Context: an optimization exercise on an open-source flow, tuned for small area, a short achievable clock period and few clock cycles. The choices shown serve that exercise and are no tape-out recipe. Where RTL was checked, it was by simulation tests only, not by an equivalence proof against the original. Power is estimated from default activity; no workload was simulated.

// frame_codec
module frame_codec (
    input  wire        clk,
    input  wire        rst,           
    input  wire        enc_start,
    input  wire        enc_abort,
    input  wire        enc_ext,
    input  wire        enc_dir,       
    input  wire [7:0]  enc_nt,
    input  wire [7:0]  enc_id,
    input  wire [7:0]  enc_attr,
    input  wire [7:0]  enc_opcode,
    input  wire [15:0] enc_pl_len,
    output wire [15:0] pl_addr,       
    input  wire [7:0]  pl_rdata,
    output wire        tx_valid,      
    output wire [7:0]  tx_data,
    input  wire        tx_ready,
    output wire [1:0]  enc_st,
    output wire [1:0]  enc_err,
    output wire [2:0]  enc_cause,
    output wire [15:0] enc_check,
    input  wire        dec_start,
    input  wire        dec_abort,
    input  wire        dec_dir,
    input  wire        rx_valid,      
    input  wire [7:0]  rx_data,
    output wire        rx_ready,
    output wire        dpl_we,        
    output wire [15:0] dpl_waddr,
    output wire [7:0]  dpl_wdata,
    output wire [1:0]  dec_st,
    output wire [1:0]  dec_err,
    output wire [2:0]  dec_cause,
    output reg  [7:0]  dec_nt,
    output reg         dec_ext,
  ...
Size in the first run: roughly 1200 cells after synthesis, ~0.012 mm^2 of cells after synthesis.
Settings: LEC_CHECK=0, CAP_MARGIN=20, CORE_MARGIN=2, CORE_UTILIZATION=55, CTS_CLUSTER_DIAMETER=100, CTS_CLUSTER_SIZE=20, SETUP_SLACK_MARGIN=3.5, SLEW_MARGIN=20; clock period 6.0 ns.
standard.sh (not shown) runs the stock make flow with config.mk's settings and CLKGATE_MAP_FILE= SYNTH_SCRIPT=/design/flow/synth_recipe.tcl, a recipe that flattens the netlist after the stock synthesis.
==> flow/flow/run.sh <==
#!/bin/bash
# The standard layout, with every port buffered by a plain buffer (buf_1) instead of the
# delay buffer buffer_ports picks by default; repair upsizes it where timing needs.
set -euo pipefail
export BUFFER_PORTS_ARGS="-buffer_cell sky130_fd_sc_hd__buf_1"
bash standard.sh finish > standard.log 2>&1
The starting point completed with no timing, DRC or antenna violations.
Testbench counts at the start, summed over its fixed seeds: cycles 60,163.
Then changed:
- SETUP_SLACK_MARGIN: 3.5 -> 3.7
Utilization grows by 6.6 points.
Wire length grows by 8.1%.
Power is higher by 4.9%.
Design area climbs by 10%.
Clock skew went down by 20 ps.
Final cell count grows by 6.6%.
Clock power goes down by about 0.7%.
Maximum frequency climbs by 4.2%.
Then changed:
- GPL_TIMING_DRIVEN: default -> 1
- SETUP_SLACK_MARGIN: 3.7 -> 3.5
After rerunning: Routed wire length falls by a little under a tenth. Total power shrinks by a few percent. Register-to-register slack loses 120 ps. Setup slack is worse by 100 ps. Die area is unchanged. Combinational power decreases by about a fifth.
Then changed:
- GPL_TIMING_DRIVEN: 1 -> default
- SETUP_SLACK_MARGIN: 3.5 -> 3.3
Critical path depth is lower by 2; flip-flop and latch count stays the same; via count barely changes; clock power barely changes; area after synthesis is unchanged; cell count falls slightly; global-route usage went down by 0.40 points; sequential power barely changes; core utilization shrinks by 1.3 points.
Then changed:
- CORE_UTILIZATION: 55 -> 65
- SETUP_SLACK_MARGIN: 3.3 -> 3.5
What happened:
- total power barely changes
- worst setup slack is better by 170 ps
- count of clock-buffer cells in the layout increases by 1
- non-clock buffer count came out higher by 18
- fmax grows by 6.9%
- design area climbs by 1.9%
- die area shrinks by 15%


run A:
Another version of the RTL of frame_codec (not shown whole).
Size: roughly 230 flip-flops, ~220 I/O pins, about 12,000 µm² of cells after synthesis.
## frame_codec
module frame_codec (
    input  wire        clk,
    input  wire        rst,           
    input  wire        enc_start,
    input  wire        enc_abort,
    input  wire        enc_ext,
    input  wire        enc_dir,       
    input  wire [7:0]  enc_nt,
    input  wire [7:0]  enc_id,
    input  wire [7:0]  enc_attr,
    input  wire [7:0]  enc_opcode,
    input  wire [15:0] enc_pl_len,
    output wire [15:0] pl_addr,       
    input  wire [7:0]  pl_rdata,
    output wire        tx_valid,      
    output wire [7:0]  tx_data,
    input  wire        tx_ready,
    output wire [1:0]  enc_st,
    output wire [1:0]  enc_err,
    output wire [2:0]  enc_cause,
    output wire [15:0] enc_check,
    input  wire        dec_start,
    input  wire        dec_abort,
    input  wire        dec_dir,
    input  wire        rx_valid,      
    input  wire [7:0]  rx_data,
    output wire        rx_ready,
    output wire        dpl_we,        
    output wire [15:0] dpl_waddr,
    output wire [7:0]  dpl_wdata,
    output wire [1:0]  dec_st,
    output wire [1:0]  dec_err,
    output wire [2:0]  dec_cause,
    output reg  [7:0]  dec_nt,
    output reg         dec_ext,
    output reg  [7:0]  dec_id,
    output reg  [7:0]  dec_attr,
    output reg  [7:0]  dec_opcode,
    output wire [15:0] dec_pl_len,
    output wire [15:0] dec_check
);
    localparam [7:0] FRAME_START = 8'h10, FRAME_END = 8'h16, EXT_MARK = 8'h90;
    function automatic [15:0] crc_step(input [15:0] crc, input [7:0] b);
        integer i;
        reg [15:0] c;
        begin
            c = crc ^ {b, 8'h00};
            for (i = 0; i < 8; i = i + 1)
                c = c[15] ? ((c << 1) ^ 16'h1021) : (c << 1);
            crc_step = c;
        end
    endfunction
    function automatic [3:0] legacy_len(input dir, input [7:0] opc);
        begin
            case ({dir, opc})
                {1'b0, 8'h3F}: legacy_len = {1'b1, 3'd4};    
                {1'b1, 8'h3F}: legacy_len = {1'b1, 3'd3};    
                {1'b1, 8'h21}: legacy_len = {1'b1, 3'd1};    
                default:       legacy_len = {1'b0, 3'd0};
            endcase
        end
    endfunction
    localparam [1:0] ST_IDLE = 2'd0, ST_BUSY = 2'd1, ST_DONE = 2'd2, ST_FAULT = 2'd3;
    localparam N_NT = 0, N_MARK = 1, N_ID = 2, N_ATTR = 3, N_LENLO = 4, N_LENHI = 5,
  ...
==> flow/config.mk <==
export PLATFORM = sky130hd
export DESIGN_NAME = frame_codec
export DESIGN_NICKNAME = frame_codec
export VERILOG_FILES = /design/flow/design.v
export SDC_FILE = /design/flow/constraint.sdc
export NUM_CORES = 4
export LEC_CHECK = 0
export CAP_MARGIN = 20
export CORE_MARGIN = 2
export CORE_UTILIZATION = 65
export CTS_CLUSTER_DIAMETER = 100
export CTS_CLUSTER_SIZE = 20
export SETUP_SLACK_MARGIN = 3.6
export SLEW_MARGIN = 20
==> flow/constraint.sdc <==
create_clock -name core_clock -period 6.0 [get_ports {clk}]
set_input_delay 1.2000 -clock core_clock [delete_from_list [all_inputs] [get_ports {clk}]]
set_output_delay 1.2000 -clock core_clock [all_outputs]
set_load 0.01 [all_outputs]
Scripts as last shown in full above: flow/flow/run.sh
Run A ended with every stage complete and zero timing, DRC or antenna violations.
Testbench counts of run A, summed over its fixed seeds: cycles 60,163.
> inputs changed (run A -> run B)
# run A
export LEC_CHECK = 0
export CAP_MARGIN = 20
export CORE_MARGIN = 2
export CORE_UTILIZATION = 65
export CTS_CLUSTER_DIAMETER = 100
export CTS_CLUSTER_SIZE = 20
export SETUP_SLACK_MARGIN = 3.6
export SLEW_MARGIN = 20
create_clock -name core_clock -period 6.0 [get_ports {clk}]
# run B
export LEC_CHECK = 0
export CAP_MARGIN = 20
export CORE_MARGIN = 2
export CORE_UTILIZATION = 50
export CTS_CLUSTER_DIAMETER = 100
export CTS_CLUSTER_SIZE = 20
export SETUP_SLACK_MARGIN = 3.6
export SLEW_MARGIN = 20
create_clock -name core_clock -period 6.0 [get_ports {clk}]
==> flow/flow/run.sh <==
#!/bin/bash
# The standard layout, with every port buffered by a plain buffer (buf_1) instead of the
# delay buffer buffer_ports picks by default (repair upsizes it where timing needs), and
# clock tree synthesis without the dummy loads it adds for balancing.
set -euo pipefail
export BUFFER_PORTS_ARGS="-buffer_cell sky130_fd_sc_hd__buf_1"
export CTS_ARGS="-sink_clustering_enable -repair_clock_nets -sink_clustering_size 20 -sink_clustering_max_diameter 100 -dont_use_dummy_load"
bash standard.sh finish > standard.log 2>&1
Notes after the runs:
- Between run A and run B, the difference in fraction of power spent switching nets is negligible.
- When run B is measured against run A, its placeable core area turns out about 30% higher.
- The more densely filled core belongs to run A, not run B.
- Compare run A and run B | number of DRC markers in iteration 0 lower: run A
- Comparing run A and run B, die area is higher on run B.
- Run B vs run A, setup slack went down by 0.010 ns.
- As of run B, via count of the routed design had fallen slightly compared to run A.
- Relative to run A, the power consumption measured on run B has decreased slightly.
diff inputs: run B => run C
# run B
export LEC_CHECK = 0
export CAP_MARGIN = 20
export CORE_MARGIN = 2
export CORE_UTILIZATION = 50
export CTS_CLUSTER_DIAMETER = 100
export CTS_CLUSTER_SIZE = 20
export SETUP_SLACK_MARGIN = 3.6
export SLEW_MARGIN = 20
create_clock -name core_clock -period 6.0 [get_ports {clk}]
# run C
export LEC_CHECK = 0
export CAP_MARGIN = 20
export CORE_MARGIN = 2
export CORE_UTILIZATION = 55
export CTS_CLUSTER_DIAMETER = 80
export CTS_CLUSTER_SIZE = 16
export SETUP_SLACK_MARGIN = 3.6
export SLEW_MARGIN = 20
create_clock -name core_clock -period 6.0 [get_ports {clk}]
==> flow/flow/run.sh <==
#!/bin/bash
# The standard layout, with every port buffered by a plain buffer (buf_1) instead of the
# delay buffer buffer_ports picks by default; repair upsizes it where timing needs.
set -euo pipefail
export BUFFER_PORTS_ARGS="-buffer_cell sky130_fd_sc_hd__buf_1"
bash standard.sh finish > standard.log 2>&1
Notes after the runs:
- In terms of sequential share of layout area, run B and run C differ only marginally.
- When run C is measured against run B, its combinational-cell power consumption turns out 4.2% lower.
- A beginning of the critical path of dec_nt[1]$_DFFE_PP_ is what run B shows, while e_crc[0]$_DFFE_PP_ belongs to run C.
- Relative to run B, the post-route worst setup slack of run C is higher by 0.045 ns.
- Run C ended with less shortest clock period the worst path allows after layout than run B.
- Run C vs run B — layout overhead on the synthesized area rose 0.37 points.
- On sequential fraction of design power, the lower figure sits with run C, not run B.


Setup of main:
frame_codec, a different RTL version from the one above (not shown whole).
Size: ~220 I/O pins, about 0.012 mm2 of cells after synthesis.
// frame_codec
module frame_codec (
    input  wire        clk,
    input  wire        rst,           
    input  wire        enc_start,
    input  wire        enc_abort,
    input  wire        enc_ext,
    input  wire        enc_dir,       
    input  wire [7:0]  enc_nt,
    input  wire [7:0]  enc_id,
    input  wire [7:0]  enc_attr,
    input  wire [7:0]  enc_opcode,
    input  wire [15:0] enc_pl_len,
    output wire [15:0] pl_addr,       
    input  wire [7:0]  pl_rdata,
    output wire        tx_valid,      
    output wire [7:0]  tx_data,
    input  wire        tx_ready,
    output wire [1:0]  enc_st,
    output wire [1:0]  enc_err,
    output wire [2:0]  enc_cause,
    output wire [15:0] enc_check,
    input  wire        dec_start,
    input  wire        dec_abort,
    input  wire        dec_dir,
    input  wire        rx_valid,      
    input  wire [7:0]  rx_data,
    output wire        rx_ready,
    output wire        dpl_we,        
    output wire [15:0] dpl_waddr,
    output wire [7:0]  dpl_wdata,
    output wire [1:0]  dec_st,
    output wire [1:0]  dec_err,
    output wire [2:0]  dec_cause,
    output reg  [7:0]  dec_nt,
    output reg         dec_ext,
    output reg  [7:0]  dec_id,
    output reg  [7:0]  dec_attr,
    output reg  [7:0]  dec_opcode,
    output wire [15:0] dec_pl_len,
    output wire [15:0] dec_check
);
==> flow/config.mk <==
export PLATFORM = sky130hd
export DESIGN_NAME = frame_codec
export DESIGN_NICKNAME = frame_codec
export VERILOG_FILES = /design/flow/design.v
export SDC_FILE = /design/flow/constraint.sdc
export NUM_CORES = 4
export LEC_CHECK = 0
export CAP_MARGIN = 20
export CORE_MARGIN = 2
export CORE_UTILIZATION = 55
export CTS_CLUSTER_DIAMETER = 100
export CTS_CLUSTER_SIZE = 20
export SETUP_SLACK_MARGIN = 3.5
export SLEW_MARGIN = 20
==> flow/constraint.sdc <==
create_clock -name core_clock -period 6.0 [get_ports {clk}]
set_input_delay 1.2000 -clock core_clock [delete_from_list [all_inputs] [get_ports {clk}]]
set_output_delay 1.2000 -clock core_clock [all_outputs]
set_load 0.01 [all_outputs]
==> flow/flow/run.sh <==
#!/bin/bash
# The standard layout, with every port buffered by a plain buffer (buf_1) instead of the
# delay buffer buffer_ports picks by default; repair upsizes it where timing needs.
set -euo pipefail
export BUFFER_PORTS_ARGS="-buffer_cell sky130_fd_sc_hd__buf_1"
bash standard.sh finish > standard.log 2>&1
main: full flow OK, the timing, design-rule and antenna checks passed
diff inputs: main => the feature branch
- SETUP_SLACK_MARGIN now 3.6, was 3.5
==> notes.md <==
The feature branch went all the way through synthesis, placement and routing and the layout is clean on timing, DRC and antenna.
Summary of the feature branch over main: total power went up by about 1.1%, non-clock buffer total of the final layout moved up, overall routing resource usage decreased by 0.44 points relative to the old numbers, share of layout cells above drive strength 1 rose by 3.4 points, post-synthesis share of cell area spent on and, or, nand and nor gates level.
Against main, wire length of the first global-routing pass in the feature branch came out better.
Compared the feature branch vs main, and area used by multi-input combinational logic is up in the feature branch.
As of the feature branch, final area had risen by a few percent compared to main.
Summary of the feature branch over main: final instance count without filler cells saw an increase, fraction of power consumed by the clock network decreased by 0.5 points relative to the old numbers.
Function was not checked in any run of this note: the RTL went through the layout flow alone.


Setup of v35:
RTL: one of the versions met above, not the one the previous note started from.
For scale: roughly 1,100 cells after synthesis, roughly 230 flip-flops, roughly 12,000 um^2 of cells after synthesis.
export LEC_CHECK = 0
export CAP_MARGIN = 20
export CORE_MARGIN = 2
export CORE_UTILIZATION = 55
export CTS_CLUSTER_DIAMETER = 100
export CTS_CLUSTER_SIZE = 20
export SETUP_SLACK_MARGIN = 3.65
export SLEW_MARGIN = 20
create_clock -name core_clock -period 6.0 [get_ports {clk}]
Scripts as last shown in full above: flow/flow/run.sh
v35 | status: complete | timing, DRC, antenna: pass
Testbench counts of v35, summed over its fixed seeds: cycles 60,163.
Input-level comparison between v39 and v35:
# v35
export LEC_CHECK = 0
export CAP_MARGIN = 20
export CORE_MARGIN = 2
export CORE_UTILIZATION = 55
export CTS_CLUSTER_DIAMETER = 100
export CTS_CLUSTER_SIZE = 20
export SETUP_SLACK_MARGIN = 3.65
export SLEW_MARGIN = 20
create_clock -name core_clock -period 6.0 [get_ports {clk}]
# v39
export LEC_CHECK = 0
export CAP_MARGIN = 20
export CORE_MARGIN = 2
export CORE_UTILIZATION = 55
export CTS_CLUSTER_DIAMETER = 100
export CTS_CLUSTER_SIZE = 20
export SETUP_SLACK_MARGIN = 3.6
export SLEW_MARGIN = 20
create_clock -name core_clock -period 6.0 [get_ports {clk}]
-- flow/flow/run.sh --
<<< v35, line 3
# delay buffer buffer_ports picks by default; repair upsizes it where timing needs.
>>> v39, line 3
# delay buffer buffer_ports picks by default (repair upsizes it where timing needs), clock
# tree synthesis without the dummy loads it adds for balancing, and a tighter setup margin
# for the repair after global routing.
<<< v35, line 6
bash standard.sh finish > standard.log 2>&1
>>> v39, line 8
export CTS_ARGS="-sink_clustering_enable -repair_clock_nets -sink_clustering_size 20 -sink_clustering_max_diameter 100 -dont_use_dummy_load"
bash standard.sh cts > standard_cts.log 2>&1
bash standard.sh SETUP_SLACK_MARGIN=3.7 finish > standard.log 2>&1
==> notes.md <==
On initial antenna violation count, the higher figure sits with v35, not v39. Signed area change from the synthesized netlist to the final layout was lower in the run labelled v35. Diff v35 -> v39 | count of inverters not on the clock network in the layout | increase of about 5%. Via total after detailed routing: v39 vs v35 down 0.35%. Side by side, number of buffers inserted to repair setup after CTS turned out lower in v39 than in v35. Delta(power share of the sequential group, v39 - v35) > 0. Total power consumption of the routed design: v35 and v39 compared, lower one is v39. The end of the critical path comes out enc_check[0] in one run and dec_nt[1] in the other, namely in v39 and v35 respectively. Looking at minimum clock period after layout, v39 sits 0.029 ns lower than v35 does. Routed wire length essentially unchanged between v35 and v39.
Modified inputs, v46 compared to v39
# v39
export LEC_CHECK = 0
export CAP_MARGIN = 20
export CORE_MARGIN = 2
export CORE_UTILIZATION = 55
export CTS_CLUSTER_DIAMETER = 100
export CTS_CLUSTER_SIZE = 20
export SETUP_SLACK_MARGIN = 3.6
export SLEW_MARGIN = 20
create_clock -name core_clock -period 6.0 [get_ports {clk}]
# v46
export LEC_CHECK = 0
export CAP_MARGIN = 20
export CORE_MARGIN = 2
export CORE_UTILIZATION = 55
export CTS_CLUSTER_DIAMETER = 100
export CTS_CLUSTER_SIZE = 20
export SETUP_SLACK_MARGIN = 3.5
export SLEW_MARGIN = 20
create_clock -name core_clock -period 6.0 [get_ports {clk}]
==> flow/flow/run.sh <==
#!/bin/bash
# The standard layout, with every port buffered by a plain buffer (buf_1) instead of the
# delay buffer buffer_ports picks by default; repair upsizes it where timing needs.
set -euo pipefail
export BUFFER_PORTS_ARGS="-buffer_cell sky130_fd_sc_hd__buf_1"
bash standard.sh finish > standard.log 2>&1
## What came out
Per the comparison of v46 with v39, number of global-route vias before repair lower, fraction of layout cells with a size suffix above 1 decreased by 11 points relative to the old numbers, power per cell area moved up. v39 -> v46: number of enable flip-flop cells after synthesis delta 0, exact match. Relative to v39, the via count normalized by instance count measured on v46 has increased slightly. Between v46 and v39, the total placed cells including tap cells figures differ only marginally. Setup WNS v39 -> v46: worse. Compared with v39, v46 shows a layout overhead on the synthesized area that is 7.8 points lower. Relative to v39, non-clock buffer count decreased by 86 in v46.
#### Input delta (v3 over v46)
# v46
export LEC_CHECK = 0
export CAP_MARGIN = 20
export CORE_MARGIN = 2
export CORE_UTILIZATION = 55
export CTS_CLUSTER_DIAMETER = 100
export CTS_CLUSTER_SIZE = 20
export SETUP_SLACK_MARGIN = 3.5
export SLEW_MARGIN = 20
create_clock -name core_clock -period 6.0 [get_ports {clk}]
# v3
export LEC_CHECK = 0
export CAP_MARGIN = 20
export CORE_MARGIN = 2
export CORE_UTILIZATION = 55
export CTS_CLUSTER_DIAMETER = 100
export CTS_CLUSTER_SIZE = 20
export SETUP_SLACK_MARGIN = 3.6
export SLEW_MARGIN = 20
export TNS_END_PERCENT = 5
create_clock -name core_clock -period 6.0 [get_ports {clk}]
==> notes.md <==
Minimum clock period after layout: higher on v3
Lower maximum fanout along the worst path was reported by v46, not v3.
The proportion of cell area occupied by registers of v3 and that of v46 are within noise of each other.

[what the ideal ports hide]
No port has a modelled driver above. Below, the same layouts with a new extraction and two added sets of constraints. Step 1 (the two cells are an assumption about what drives the block):
set clk [get_ports {clk}]
set_driving_cell -lib_cell sky130_fd_sc_hd__clkbuf_16 $clk
set_driving_cell -lib_cell sky130_fd_sc_hd__buf_2 [delete_from_list [all_inputs] $clk]
Step 2 adds t to the input delays and takes it off the output delays; t is the mean of the earliest and latest rising clock arrival at the registers after step 1. Input paths then give back, and output paths get back, about the clock's delay inside the block. Three values: no drivers, after step 1, after step 2; two values: the first two.
| run | t, ns | setup WS [ns] | latest minus earliest clock arrival (ns) | worst slew at a driven data input, ns | cell pins on the clock port's net |
|---|---|---|---|---|---|
| the first run of note 1 | 0.518 | 3.500 / 3.448 / 3.095 | 0.039 / 0.039 | 0.08 | 1 |
| the second run of note 1 | 0.526 | 3.601 / 3.551 / 3.117 | 0.012 / 0.012 | 0.09 | 1 |
| the third run of note 1 | 0.518 | 3.500 / 3.448 / 3.095 | 0.039 / 0.039 | 0.08 | 1 |
| the fourth run of note 1 | 0.522 | 3.358 / 3.308 / 2.914 | 0.028 / 0.027 | 0.07 | 1 |
| the fifth run of note 1 | 0.522 | 3.530 / 3.499 / 3.074 | 0.017 / 0.017 | 0.08 | 1 |
| run A | 0.532 | 3.557 / 3.542 / 3.115 | 0.027 / 0.027 | 0.09 | 1 |
| run B | 0.524 | 3.546 / 3.499 / 3.105 | 0.045 / 0.045 | 0.06 | 1 |
| run C | 0.530 | 3.591 / 3.546 / 3.131 | 0.032 / 0.032 | 0.08 | 1 |
| main | 0.524 | 3.471 / 3.445 / 3.095 | 0.021 / 0.021 | 0.08 | 1 |
| the feature branch | 0.519 | 3.473 / 3.473 / 3.033 | 0.015 / 0.016 | 0.06 | 1 |
| v35 | 0.532 | 3.598 / 3.546 / 3.121 | 0.023 / 0.024 | 0.08 | 1 |
| v39 | 0.515 | 3.627 / 3.577 / 3.152 | 0.040 / 0.040 | 0.08 | 1 |
| v46 | 0.538 | 3.551 / 3.502 / 3.049 | 0.026 / 0.026 | 0.07 | 1 |
| v3 | 0.534 | 3.437 / 3.389 / 3.029 | 0.022 / 0.023 | 0.07 | 1 |
After both steps setup and hold are still met in every run listed. The setup slack of v46, which loses most, moves by -0.049 ns with the drivers and by -0.502 ns with both steps.
